Background: an optimization exercise with open tools, aiming at small area. Do not read the settings as production practice. The RTL was checked by simulation tests, not by an equivalence proof against the original design. No activity file was given, so power comes from the tool's default toggle rates. No driver is modelled on the clock port, so clocking that relies on it looks cheaper here than on a real chip.

==> inputs of run a <==
Design hb_decim, start of the top module:
module hb_decim (
    input  wire        clk,
    input  wire        rst,       
    input  wire        vin,
    input  wire [31:0] x,         
    output wire        vout,
    output wire [31:0] y          
);
clock: 20.0 ns
lec_check: 0
cap_margin: 20
core_margin: 2
core_utilization: 60
cts_buf_list: sky130_fd_sc_hd__clkbuf_8
cts_cluster_size: 20
slew_margin: 20
synth_hierarchical: 1
run.sh (not shown) runs the stock make flow with config.mk's settings and CLKGATE_MAP_FILE= SYNTH_SCRIPT=/design/flow/synth_recipe.tcl, a recipe that flattens the netlist after the stock synthesis.
==> run b (differences from run a) <==
--- a/flow/design.v
+++ b/flow/design.v
@@ -1408,51 +1408,56 @@
     wire s1354, c1355;
     xn s1354_u (.a(c1254), .b(c1353), .y(s1354));
     or2 c1355_u (.a(c1254), .b(c1353), .y(c1355));
     wire u0c1356;
     assign u0c1356 = ~c1303 ? s1354 : s1336;
     wire sel1357;
     assign sel1357 = c1286 | (ones1287 & ~u0c1356);
-    wire rr1358;
-    assign rr1358 = sel1357 ? s1304 : s1288;
-    wire rr1359;
-    assign rr1359 = sel1357 ? s1306 : s1290;
+    wire ov1358;
+    assign ov1358 = s1336 ^ s1334;
+    wire ov1359;
+    assign ov1359 = s1354 ^ s1352;
     wire rr1360;
-    assign rr1360 = sel1357 ? s1308 : s1292;
+    assign rr1360 = sel1357 ? s1304 : s1288;
     wire rr1361;
-    assign rr1361 = sel1357 ? s1310 : s1294;
+    assign rr1361 = sel1357 ? s1306 : s1290;
     wire rr1362;
-    assign rr1362 = sel1357 ? s1312 : s1296;
+    assign rr1362 = sel1357 ? s1308 : s1292;
     wire rr1363;
-    assign rr1363 = sel1357 ? s1314 : s1298;
+    assign rr1363 = sel1357 ? s1310 : s1294;
     wire rr1364;
-    assign rr1364 = sel1357 ? s1316 : s1300;
+    assign rr1364 = sel1357 ? s1312 : s1296;
     wire rr1365;
-    assign rr1365 = sel1357 ? ~s1318 : ~s1302;
-    wire cs1366;
-    assign cs1366 = sel1357 ? ~c1319 : ~c1303;
+    assign rr1365 = sel1357 ? s1314 : s1298;
+    wire rr1366;
+    assign rr1366 = sel1357 ? s1316 : s1300;
     wire rr1367;
-    assign rr1367 = cs1366 ? s1338 : s1320;
-    wire rr1368;
-    assign rr1368 = cs1366 ? s1340 : s1322;
+    assign rr1367 = sel1357 ? ~s1318 : ~s1302;
+    wire cs1368;
+    assign cs1368 = sel1357 ? ~c1319 : ~c1303;
     wire rr1369;
-    assign rr1369 = cs1366 ? s1342 : s1324;
+    assign rr1369 = cs1368 ? s1338 : s1320;
     wire rr1370;
-    assign rr1370 = cs1366 ? s1344 : s1326;
+    assign rr1370 = cs1368 ? s1340 : s1322;
     wire rr1371;
-    assign rr1371 = cs1366 ? s1346 : s1328;
+    assign rr1371 = cs1368 ? s1342 : s1324;
     wire rr1372;
-    assign rr1372 = cs1366 ? ~s1348 : ~s1330;
+    assign rr1372 = cs1368 ? s1344 : s1326;
     wire rr1373;
-    assign rr1373 = cs1366 ? s1350 : s1332;
+    assign rr1373 = cs1368 ? s1346 : s1328;
     wire rr1374;
-    assign rr1374 = cs1366 ? s1352 : s1334;
+    assign rr1374 = cs1368 ? ~s1348 : ~s1330;
     wire rr1375;
-    assign rr1375 = cs1366 ? s1354 : s1336;
-    rsat sat (.rr({rr1375, rr1374, rr1373, rr1372, rr1371, rr1370, rr1369, rr1368, rr1367, rr1365, rr1364, rr1363, rr1362, rr1361, rr1360, rr1359, rr1358}), .r(r));
+    assign rr1375 = cs1368 ? s1350 : s1332;
+    wire rr1376;
+    assign rr1376 = cs1368 ? s1352 : s1334;
+    wire ovf1377, sgn1378;
+    assign ovf1377 = cs1368 ? ov1359 : ov1358;
+    assign sgn1378 = cs1368 ? s1354 : s1336;
+    rsat sat (.rr({rr1376, rr1375, rr1374, rr1373, rr1372, rr1371, rr1370, rr1369, rr1367, rr1366, rr1365, rr1364, rr1363, rr1362, rr1361, rr1360}), .ovf(ovf1377), .sgn(sgn1378), .r(r));
 endmodule
 module fa (
     input  wire a, b, c,
     output wire s, co
 );
     assign s  = a ^ b ^ c;
     assign co = (a & b) | (c & (a ^ b));
@@ -1479,18 +1484,20 @@
 module or2 (
     input  wire a, b,
     output wire y
 );
     assign y = a | b;
 endmodule
 module rsat (
-    input  wire [16:0] rr,
+    input  wire [15:0] rr,
+    input  wire        ovf,
+    input  wire        sgn,
     output wire [15:0] r
 );
-    assign r = (rr[16] != rr[15]) ? {rr[16], {15{~rr[16]}}} : rr[15:0];
+    assign r = ovf ? {sgn, {15{~sgn}}} : rr;
 endmodule
 module scalar_stage (
     input  wire [4:0]       g,
     input  wire [15:0]      tap0,
     input  wire [16*15-1:0] taps,
     input  wire [15:0]      ctr,
     output wire [15:0]      r
==> flow/config.mk (replaced) <==
export PLATFORM = sky130hd
export DESIGN_NAME = hb_decim
export DESIGN_NICKNAME = hb_decim
export VERILOG_FILES = /design/flow/design.v
export SDC_FILE = /design/flow/constraint.sdc
export NUM_CORES = 4
export LEC_CHECK = 0
export CAP_MARGIN = 20
export CORE_MARGIN = 2
export CORE_UTILIZATION = 55
export CTS_BUF_LIST = sky130_fd_sc_hd__clkbuf_16
export CTS_CLUSTER_DIAMETER = 100
export CTS_CLUSTER_SIZE = 30
export SLEW_MARGIN = 20
export SYNTH_HIERARCHICAL = 1
==> summary of the runs <==
Between run b and run a, the lower clock skew is in run b (gap 0.017 ns). In run a the combinational power is larger than in run b, by 11%. Between run b and run a, the lower routed wire length is in run b (gap about 0.66%, measured against run a). Worst hold slack: run a is lower than run b (0.018 ns). Against run a, the via count of run b is smaller by 4.2%. In run b the first-iteration DRC count is larger than in run a, by about 6.4%. Of run a and run b, run a has the higher cell area (gap about 3%, measured against run b). In run b the fmax is larger than in run a, by about 2.4%.
==> figures <==
quantity	run a	run b
Run status	no timing/DRC/antenna violations	no timing/DRC/antenna violations
Share of cell area taken by multi-input logic gates	26.0%	26.7%
Clock network fraction of total power	23.7%	17.8%
Clock edge transition at the registers on the reported setup and hold paths	0.06 ns	0.11 ns
Dpl cell area	56,500 um2	56,700 um2
Mean Syn Cell Area	20.8 um2	20.7 um2
Hold path startpoint	f[24][3]	e[10][13]
Area Overhead vs Synth	10.1%	6.88%
Share of total power consumed by net switching	32.3%	32.3%
R2R Setup Slk	2.10 ns	2.51 ns
Clock network latency to the later pin of the worst-skew pair	0.87 ns	0.69 ns
Critical Path Max Stage Delay	0.68 ns	0.72 ns
Area fraction in compound gates after synthesis	0.607%	0.535%
Worst-Margin Slew	1.14 ns	1.10 ns
Final cell count without fillers	4,158	4,030
Sequential share of power	41.5%	46.6%
Number of buffers outside the clock class in the layout	88	83
Gate count after technology mapping	2,611	2,634

* * *

==> run F <==
Another version of the RTL of hb_decim (not shown whole).
make LEC_CHECK=0 CAP_MARGIN=20 CORE_MARGIN=2 CORE_UTILIZATION=60 CTS_BUF_LIST=sky130_fd_sc_hd__clkbuf_8 CTS_CLUSTER_SIZE=20 SLEW_MARGIN=20 SYNTH_HIERARCHICAL=1 finish   # period 20.0 ns
==> run D (differences from run F) <==
CORE_UTILIZATION = 55   (was 60)
CTS_BUF_LIST = sky130_fd_sc_hd__clkbuf_16   (was sky130_fd_sc_hd__clkbuf_8)
CTS_CLUSTER_DIAMETER = 100   (was default)
CTS_CLUSTER_SIZE = 30   (was 20)
==> run P (differences from run F) <==
==> flow/flow/run.sh (new file) <==
#!/bin/bash
# The standard layout (standard.sh: the ORFS flow, standard synthesis),
# with two ORFS variables set: the clock tree is built from clkbuf_16 leaf
# clusters of up to 33 sinks within 80 um and without dummy loads, and the
# port buffers use the smallest buffer cell.
set -e
export CTS_ARGS="-sink_clustering_enable -repair_clock_nets -dont_use_dummy_load -sink_clustering_size 33 -sink_clustering_max_diameter 80 -buf_list sky130_fd_sc_hd__clkbuf_16"
export BUFFER_PORTS_ARGS="-buffer_cell sky130_fd_sc_hd__buf_1"
bash standard.sh > standard.log 2>&1
==> flow/standard.sh (new file) <==
#!/bin/bash
# synth_recipe.tcl (not shown) runs the flow's synth.tcl, then flattens the netlist and writes it again
# the make line also repeats each setting of config.mk as NAME=value (left out here)
make -C /OpenROAD-flow-scripts/flow DESIGN_CONFIG=/design/flow/config.mk WORK_HOME=/design/flow/orfs CLKGATE_MAP_FILE= SYNTH_SCRIPT=/design/flow/synth_recipe.tcl "${@:-finish}"
CORE_UTILIZATION = 65   (was 60)
CTS_BUF_LIST = default   (was sky130_fd_sc_hd__clkbuf_8)
CTS_CLUSTER_SIZE = default   (was 20)
removed: flow/run.sh
==> notes <==
Of run F and run D, run F has the higher clock power (gap about 60%, measured against run D). Flip-flop and latch count is the same in run D and run F. The highest die area belongs to run D, the lowest to run P. The lowest final cell count belongs to run P, the highest to run F. In area after synthesis, run D and run F do not differ. The highest via count belongs to run F, the lowest to run P. Hold slack, lowest first: run P, run F, run D. Against run D, the non-clock buffer count of run P is lower by 2.

==> re-timing with driven ports <==
How much do the figures lean on ideal ports? The routed layouts below were timed once more, with nothing changed but the port constraints.
Step 1 sets driving cells, clkbuf_16 on the clock port and buf_2 on the other inputs (assumed; they add their load-dependent delay and slew).
Step 2 times the ports against the registers' clock, not the clock port: input delays grow and output delays shrink by t, the midpoint of the rising clock arrivals with the driver on.
Slacks: ideal / step 1 / step 2; pairs: ideal / step 1.
| run | t, ns | setup WS [ns] | worst setup path at the end | latest minus earliest clock arrival (ns) | cell pins on the clock port's net |
|---|---|---|---|---|---|
| run a | 0.905 | 2.100 / 2.100 / 2.100 | register to register | 0.050 / 0.049 | 1 |
| run b | 0.738 | 2.515 / 2.515 / 2.515 | register to register | 0.041 / 0.041 | 1 |
| run F | 0.899 | 1.607 / 1.607 / 0.998 | input to register | 0.062 / 0.062 | 1 |
| run D | 0.739 | 1.496 / 1.496 / 0.876 | input to register | 0.042 / 0.042 | 1 |
| run P | 0.654 | 1.808 / 1.808 / 1.490 | input to register | 0.085 / 0.085 | 1 |
After both steps setup and hold are still met in every run listed. For run D, which loses most, drivers alone change the setup slack by 0.000 ns; drivers and shift together by -0.620 ns.
